Background: an optimization exercise with open tools, aiming at small area. Do not read the settings as production practice.
The RTL was checked by simulation tests, not by an equivalence proof against the original design.
Power and IR drop assume default switching activity.

==> flow/design.v <==
module b1c_interleaver (
    input  wire clk,
    input  wire rst,
    input  wire in_valid,
    output wire in_ready,
    input  wire in_bit,
    output wire out_valid,
    input  wire out_ready,
    output wire out_bit
);
    localparam N = 1680;
    localparam [10:0] W47 = 11'd935, W70 = 11'd1879, W118 = 11'd188,
                      W166 = 11'd1036, W310 = 11'd1546, W1679 = 11'd1784;
    localparam [5:0]  COL47 = 6'd34;
    localparam [3:0]  GRP9 = 4'd9, GRP10 = 4'd2, GRP11 = 4'd5;
    reg [N-1:0] ring;
    reg [10:0]  wait_cnt;   
    reg [3:0]   grp;        
    reg [1:0]   pos;        
    reg [5:0]   col;
    reg         draining;   
    reg         buf_bit;    
    reg         full;
    wire [10:0] wait_step = {wait_cnt[9:0], ~(wait_cnt[10] ^ wait_cnt[8])};
    wire [5:0]  col_step  = {col[4:0], ~(col[5] ^ col[4])};
    wire [3:0]  grp_step  = {grp[2:0], ~(grp[3] ^ grp[2])};
    wire bypass = (grp == GRP10) && (pos == 2'd2);
    wire last   = (grp == 4'd0) && (pos == 2'd0) && (col == 6'd0);
    assign in_ready  = !full && (!draining || bypass);
    assign out_valid = draining && full;
    assign out_bit   = buf_bit;
    wire take  = in_valid && in_ready;
    wire give  = out_valid && out_ready;
    wire here  = (wait_cnt == 11'd0);
    wire write = !draining && full && here;
    wire read  = draining && here && !bypass && !(full && (last || !out_ready));
    always @(posedge clk)
        ring <= {ring[N-2:0], write ? buf_bit : ring[N-1]};
    always @(posedge clk) begin
        if (rst) begin
            wait_cnt <= 11'd0;
            grp      <= 4'd0;
            pos      <= 2'd0;
            col      <= 6'd0;
            draining <= 1'b0;
            full     <= 1'b0;
        end else begin
            if (take) begin
                buf_bit <= in_bit;
                full    <= 1'b1;
                if (draining) begin            
                    grp <= GRP11;
                    pos <= 2'd0;
                end
            end
            if (give) begin
                full <= 1'b0;
                if (last)
                    draining <= 1'b0;
            end
            if (write) begin
                full <= 1'b0;
                if (col == COL47) begin
                    col <= 6'd0;
                    if (pos == 2'd0) begin
                        pos      <= 2'd1;
                        wait_cnt <= W70;
                    end else if (pos == 2'd1) begin
                        if (grp == GRP11) begin
                            pos      <= 2'd2;
                            wait_cnt <= W70;
                        end else begin
                            pos      <= 2'd0;
                            grp      <= grp_step;
                            wait_cnt <= (grp == GRP10) ? W70 : W118;
                        end
                    end else if (grp == GRP11) begin
                        grp      <= 4'd0;
                        wait_cnt <= W166;
                    end else if (grp == GRP9) begin
                        grp      <= 4'd0;
                        pos      <= 2'd0;
                        draining <= 1'b1;
                        wait_cnt <= W310;
                    end else begin
                        grp      <= grp_step;
                        wait_cnt <= W166;
                    end
                end else begin
                    col      <= col_step;
                    wait_cnt <= W70;
                end
            end else if (read) begin
                buf_bit <= ring[N-1];
                full    <= 1'b1;
                if (pos == 2'd2) begin
                    pos <= 2'd0;
                    if (grp == GRP11) begin
                        grp <= 4'd0;
                        if (col == COL47) begin
                            col      <= 6'd0;
                            wait_cnt <= W70;
                        end else begin
                            col      <= col_step;
                            wait_cnt <= W118;
                        end
                    end else begin
                        grp      <= grp_step;
                        wait_cnt <= W47;
                    end
                end else begin
                    pos      <= pos + 2'd1;
                    wait_cnt <= W47;
                end
            end else begin
                wait_cnt <= here ? W1679 : wait_step;
            end
        end
    end
endmodule
export LEC_CHECK = 0
export CAP_MARGIN = 20
export CORE_MARGIN = 2
export CORE_UTILIZATION = 60
export CTS_BUF_LIST = sky130_fd_sc_hd__clkbuf_8
export CTS_CLUSTER_DIAMETER = 80
export CTS_CLUSTER_SIZE = 18
export PLACE_DENSITY = 0.7
export SLEW_MARGIN = 20
create_clock -name core_clock -period 10.0 [get_ports {clk}]
run.sh (not shown) runs the stock make flow with config.mk's settings and CLKGATE_MAP_FILE= SYNTH_SCRIPT=/design/flow/synth_recipe.tcl, a recipe that flattens the netlist after the stock synthesis.
Then changed:
==> flow/flow/run.sh (new file) <==
#!/bin/bash
# The standard layout (standard.sh: ORFS from synthesis to the final layout),
# with these changes only:
# - clock-tree synthesis: buf_4 clock buffers, sink clusters of at most 13
#   flip-flops within 40 um, and no dummy loads;
# - the port buffers (one on every input and output, as standard) are buf_1;
# - after clock-tree synthesis, gates with timing slack are downsized
#   (ORFS's power recovery, RECOVER_POWER).
set -euo pipefail
export CTS_ARGS="-sink_clustering_enable -repair_clock_nets -dont_use_dummy_load -buf_list {sky130_fd_sc_hd__buf_4} -sink_clustering_size 13 -sink_clustering_max_diameter 40"
export BUFFER_PORTS_ARGS="-buffer_cell sky130_fd_sc_hd__buf_1"
export RECOVER_POWER=100
bash standard.sh finish > standard_flow.log 2>&1
==> flow/standard.sh (new file) <==
#!/bin/bash
# synth_recipe.tcl (not shown) runs the flow's synth.tcl, then flattens the netlist and writes it again
# the make line also repeats each setting of config.mk as NAME=value (left out here)
make -C /OpenROAD-flow-scripts/flow DESIGN_CONFIG=/design/flow/config.mk WORK_HOME=/design/flow/orfs CLKGATE_MAP_FILE= SYNTH_SCRIPT=/design/flow/synth_recipe.tcl "${@:-finish}"
Settings changed: CTS_BUF_LIST sky130_fd_sc_hd__clkbuf_8 to default, CTS_CLUSTER_DIAMETER 80 to default, CTS_CLUSTER_SIZE 18 to default.
removed: flow/run.sh
After rerunning:
- power came out lower by 2.3%
- clock skew grows by 68 ps
- synthesized area stays the same
- count of clock-buffer cells in the layout grows by 48
- combinational power is lower by about 7%
- via count climbs by 2.4%
- critical path depth is unchanged
Then changed:
==> flow/flow/run.sh (replaced) <==
#!/bin/bash
# The standard layout (standard.sh: ORFS from synthesis to the final layout),
# with only the clock-tree synthesis arguments changed: small clock buffers
# (clkbuf_4), sink clusters of at most 12 flip-flops within 40 um, and no
# dummy loads, to spend less cell area on the clock tree.
set -euo pipefail
export CTS_ARGS="-sink_clustering_enable -repair_clock_nets -dont_use_dummy_load -buf_list {sky130_fd_sc_hd__clkbuf_4} -sink_clustering_size 12 -sink_clustering_max_diameter 40"
bash standard.sh finish > standard_flow.log 2>&1
Sequential power barely changes; power hardly moves; critical path depth stays the same; die area stays the same; combinational power went up by a little under a tenth; maximum frequency went down by a few percent.

[port drivers added, routing unchanged]
The flow's constraints put no driver on any port. The routed layouts listed below were extracted and timed again, unchanged, in two steps.
Step 1 sets driving cells, clkbuf_16 on the clock port and buf_2 on the other inputs (assumed; they add their load-dependent delay and slew).
Step 2, shift: input delay + t, output delay - t, t = (earliest + latest rising clock arrival at the registers) / 2. This alone moves slack from input paths to output paths.
a / b / c = no drivers / after step 1 / after step 2; a / b = the first two.
run	shift t [ns]	setup slack, ns	slew at the worst register clock pin (ns)
the first run	0.733	5.397 / 5.345 / 5.798	0.11 / 0.11
the second run	0.848	5.260 / 5.212 / 6.060	0.12 / 0.12
the third run	0.998	5.160 / 5.107 / 5.811	0.12 / 0.12
After both steps every run listed still meets setup and hold.
